From an optimization exercise on the open Yosys and OpenROAD flow, aimed at small area; shortcuts taken in it are not production practice.
Only simulation tests tie the RTL to the original design; equivalence was not proved.

## red
Design saes_core, start of the top module:
module saes_core (
    input  wire        clk,
    input  wire        rst,      
    input  wire        req,
    input  wire        we,
    input  wire [3:0]  addr,
    input  wire [15:0] wdata,
    output reg         ack,
    output wire [15:0] rdata
);
clock: 20.0 ns
lec_check: 0
abc_area: 1
cap_margin: 20
core_margin: 2
core_utilization: 40
cts_buf_list: sky130_fd_sc_hd__clkbuf_8
cts_cluster_diameter: 100
cts_cluster_size: 20
slew_margin: 20
standard.sh (not shown) runs the stock make flow with config.mk's settings and CLKGATE_MAP_FILE= SYNTH_SCRIPT=/design/flow/synth_recipe.tcl, a recipe that flattens the netlist after the stock synthesis.
==> flow/flow/run.sh <==
#!/bin/bash
# Own layout flow: the standard flow, except that
#  - synthesis maps the logic with an area-oriented ABC script
#    (flow/abc_area.script), as the best of several seeds (flow/abc_multi.tcl),
#    and without Yosys's adder extraction;
#  - the port buffers are the smallest buffer;
#  - clock tree synthesis inserts no dummy loads.
# The registers, their names and cell types are those of the standard synthesis.
set -euo pipefail
WORK=$(pwd)

# ORFS scripts with our ABC step in place of the single ABC call
rm -rf "$WORK/scripts_area"
cp -r "$FLOW_HOME/scripts" "$WORK/scripts_area"
python3 - "$WORK/scripts_area/synth.tcl" "$WORK/flow/abc_multi.tcl" <<'PY'
import sys
path, multi = sys.argv[1], sys.argv[2]
s = open(path).read()
old = "  log_cmd abc {*}$abc_args\n"
assert s.count(old) == 1
s = s.replace(old, "  source %s\n" % multi)
open(path, "w").write(s)
PY
export FLOW_ABC_TEMPLATE="$WORK/flow/abc_area.script"

bash standard.sh synth SCRIPTS_DIR="$WORK/scripts_area" ADDER_MAP_FILE= \
    > "$WORK/synth.log" 2>&1
CTS="-sink_clustering_enable -repair_clock_nets -sink_clustering_size 20"
CTS="$CTS -sink_clustering_max_diameter 100 -buf_list sky130_fd_sc_hd__clkbuf_8 -dont_use_dummy_load"
bash standard.sh finish "BUFFER_PORTS_ARGS=-buffer_cell sky130_fd_sc_hd__buf_1" "CTS_ARGS=$CTS" \
    > "$WORK/layout.log" 2>&1
test -f "$WORK/out/final.def"
Other scripts of this flow, unchanged in this note and not shown: flow/flow/abc_area.script, flow/flow/abc_multi.tcl
The following lists how blue was set up differently from red:
diff --git a/flow/design.v b/flow/design.v
--- a/flow/design.v
+++ b/flow/design.v
@@ -26,19 +26,19 @@
 );
     localparam [3:0] I_DOUT = 4'd0, I_R1I = 4'd1, I_K1 = 4'd2, I_IV = 4'd5,
                      I_RK0 = 4'd6, I_CHAIN = 4'd7, I_DIN = 4'd8;
     localparam [3:0] OP_GMUL = 4'h1, OP_SUBN = 4'h2, OP_ISUBN = 4'h3, OP_SHROW = 4'h4,
                      OP_MIXC = 4'h5, OP_IMIXC = 4'h6, OP_KEXP = 4'h7, OP_ENC = 4'h8,
                      OP_DEC  = 4'h9, OP_CBCI = 4'hA, OP_CBCE = 4'hB, OP_CBCD = 4'hC;
     localparam [1:0] S_IDLE = 2'd0, S_CLR = 2'd1, S_WAIT = 2'd2, S_RUN = 2'd3;
     localparam [2:0] F_S = 3'd0, F_Z = 3'd1, F_SBA = 3'd2, F_MC = 3'd3, F_SBB = 3'd4,
                      F_AF = 3'd5, F_KS = 3'd6;
-    localparam [2:0] X_0 = 3'd0, X_P = 3'd1, X_GM = 3'd3, X_WD = 3'd4,
+    localparam [2:0] X_0 = 3'd0, X_P = 3'd1, X_SRP = 3'd2, X_GM = 3'd3, X_WD = 3'd4,
                      X_CMD = 3'd5, X_ST = 3'd6;
     reg  [143:0] ring;
     wire [15:0]  P = ring[143:128];
     reg  [3:0]   ph;
     reg  [15:0]  S;
     reg  [7:0]   cmd_code;
     reg          cv, eany;
     reg          kv;        
     reg  [1:0]   ecode;
@@ -73,18 +73,19 @@
         case (fsel)
             F_Z:     fv = 16'h0000;
             F_SBA:   fv = sba_s;
             F_SBB:   fv = sbb_s;
             F_AF:    fv = af_s;
             default: fv = S;
         endcase
         case (xsel)
             X_P:     xv = P;
+            X_SRP:   xv = {P[15:8], P[3:0], P[7:4]};
             X_GM:    xv = {12'h000, P[3:0] & {4{gm_bit}}};
             X_WD:    xv = wdata;
             X_CMD:   xv = {8'h00, cmd_code};
             X_ST:    xv = {12'h000, eany, ecode, cv};
             default: xv = 16'h0000;
         endcase
         if (fsel == F_MC) xv = mc_x;
         if (fsel == F_KS) xv = ks_x;
     end
@@ -200,28 +201,28 @@
                     if (ph == I_DIN) begin
                         fsel = (rv == 3'd0) ? F_Z : F_S; xsel = X_GM;
                     end
                     if ((ph == 4'd0 && rv != 3'd3) || (ph == 4'd1 && rv != 3'd0)) fsel = F_MC;
                     if (ph == 4'd0 && rv == 3'd3) pw = 1'b1;
                     endrev = (rv == 3'd3);
                 end else if (opc <= OP_IMIXC) begin
                     if (rv == 3'd0) begin
                         if (ph == I_DIN) begin
-                            fsel = F_Z; xsel = X_P;
+                            fsel = F_Z;
+                            xsel = (opc == OP_MIXC || opc == OP_IMIXC) ? X_P : X_SRP;
                         end
                     end else begin
                         case (opc)
-                            OP_SUBN:  if (ph == 4'd1 || ph == 4'd2) fsel = F_SBB;
+                            OP_SUBN:  if (ph == 4'd1) fsel = F_SBA;
+                                      else if (ph == 4'd2) fsel = F_SBB;
                             OP_ISUBN: if (ph == 4'd1 || ph == 4'd2 || ph == 4'd5 || ph == 4'd6) fsel = F_AF;
-                                      else if (ph == 4'd3 || ph == 4'd4) fsel = F_SBB;
-                            OP_SHROW: if (ph == 4'd1) fsel = F_SBA;
-                                      else if (ph == 4'd3 || ph == 4'd4 || ph == 4'd7 || ph == 4'd8) fsel = F_AF;
-                                      else if (ph == 4'd2 || ph == 4'd5 || ph == 4'd6) fsel = F_SBB;
+                                      else if (ph == 4'd3) fsel = F_SBA;
+                                      else if (ph == 4'd4) fsel = F_SBB;
                             OP_MIXC:  if (ph == 4'd1) fsel = F_MC;
                             OP_IMIXC: if (rv != 3'd4 || ph == 4'd1 || ph == 4'd2) fsel = F_MC;
                             default: ;
                         endcase
                         if (opc != OP_IMIXC || rv == 3'd4) begin
                             if (ph == 4'd0) pw = 1'b1;
                             endrev = 1'b1;
                         end
                     end
Compared with red, blue shows a higher wire length.
Cmp blue vs red: highest net fanout along the worst path higher in blue
Taking red as the reference point, the number of ordinary inverters in the final layout of blue rises by 4.
Per the comparison of blue with red, insertion delay of the later-clocked pin in the worst-skew pair went up by 0.02 ns; average routed wire per standard cell went up by 4.7%; number of global-route vias before repair went up by 198.

[static timing again, ports no longer ideal]
Ports are ideal in the flow. The routed layouts listed here were re-timed in OpenROAD.
Step 1 assumes that a clkbuf_16 drives the clock port and a buf_2 every other input.
Step 2 times the ports against the registers' clock, not the clock port: input delays grow and output delays shrink by t, the midpoint of the rising clock arrivals with the driver on.
a / b / c = ideal ports / drivers / drivers and shift; a / b = the first two.
run | shift t [ns] | setup slack, ns | hold WS [ns]
red | 0.456 | 12.249 / 12.257 / 11.801 | 0.315 / 0.315 / 0.315
blue | 0.478 | 11.919 / 11.932 / 11.455 | 0.315 / 0.315 / 0.315
After both steps setup and hold are still met in every run listed. The setup slack of blue, which loses most, moves by +0.013 ns with the drivers and by -0.464 ns with both steps.
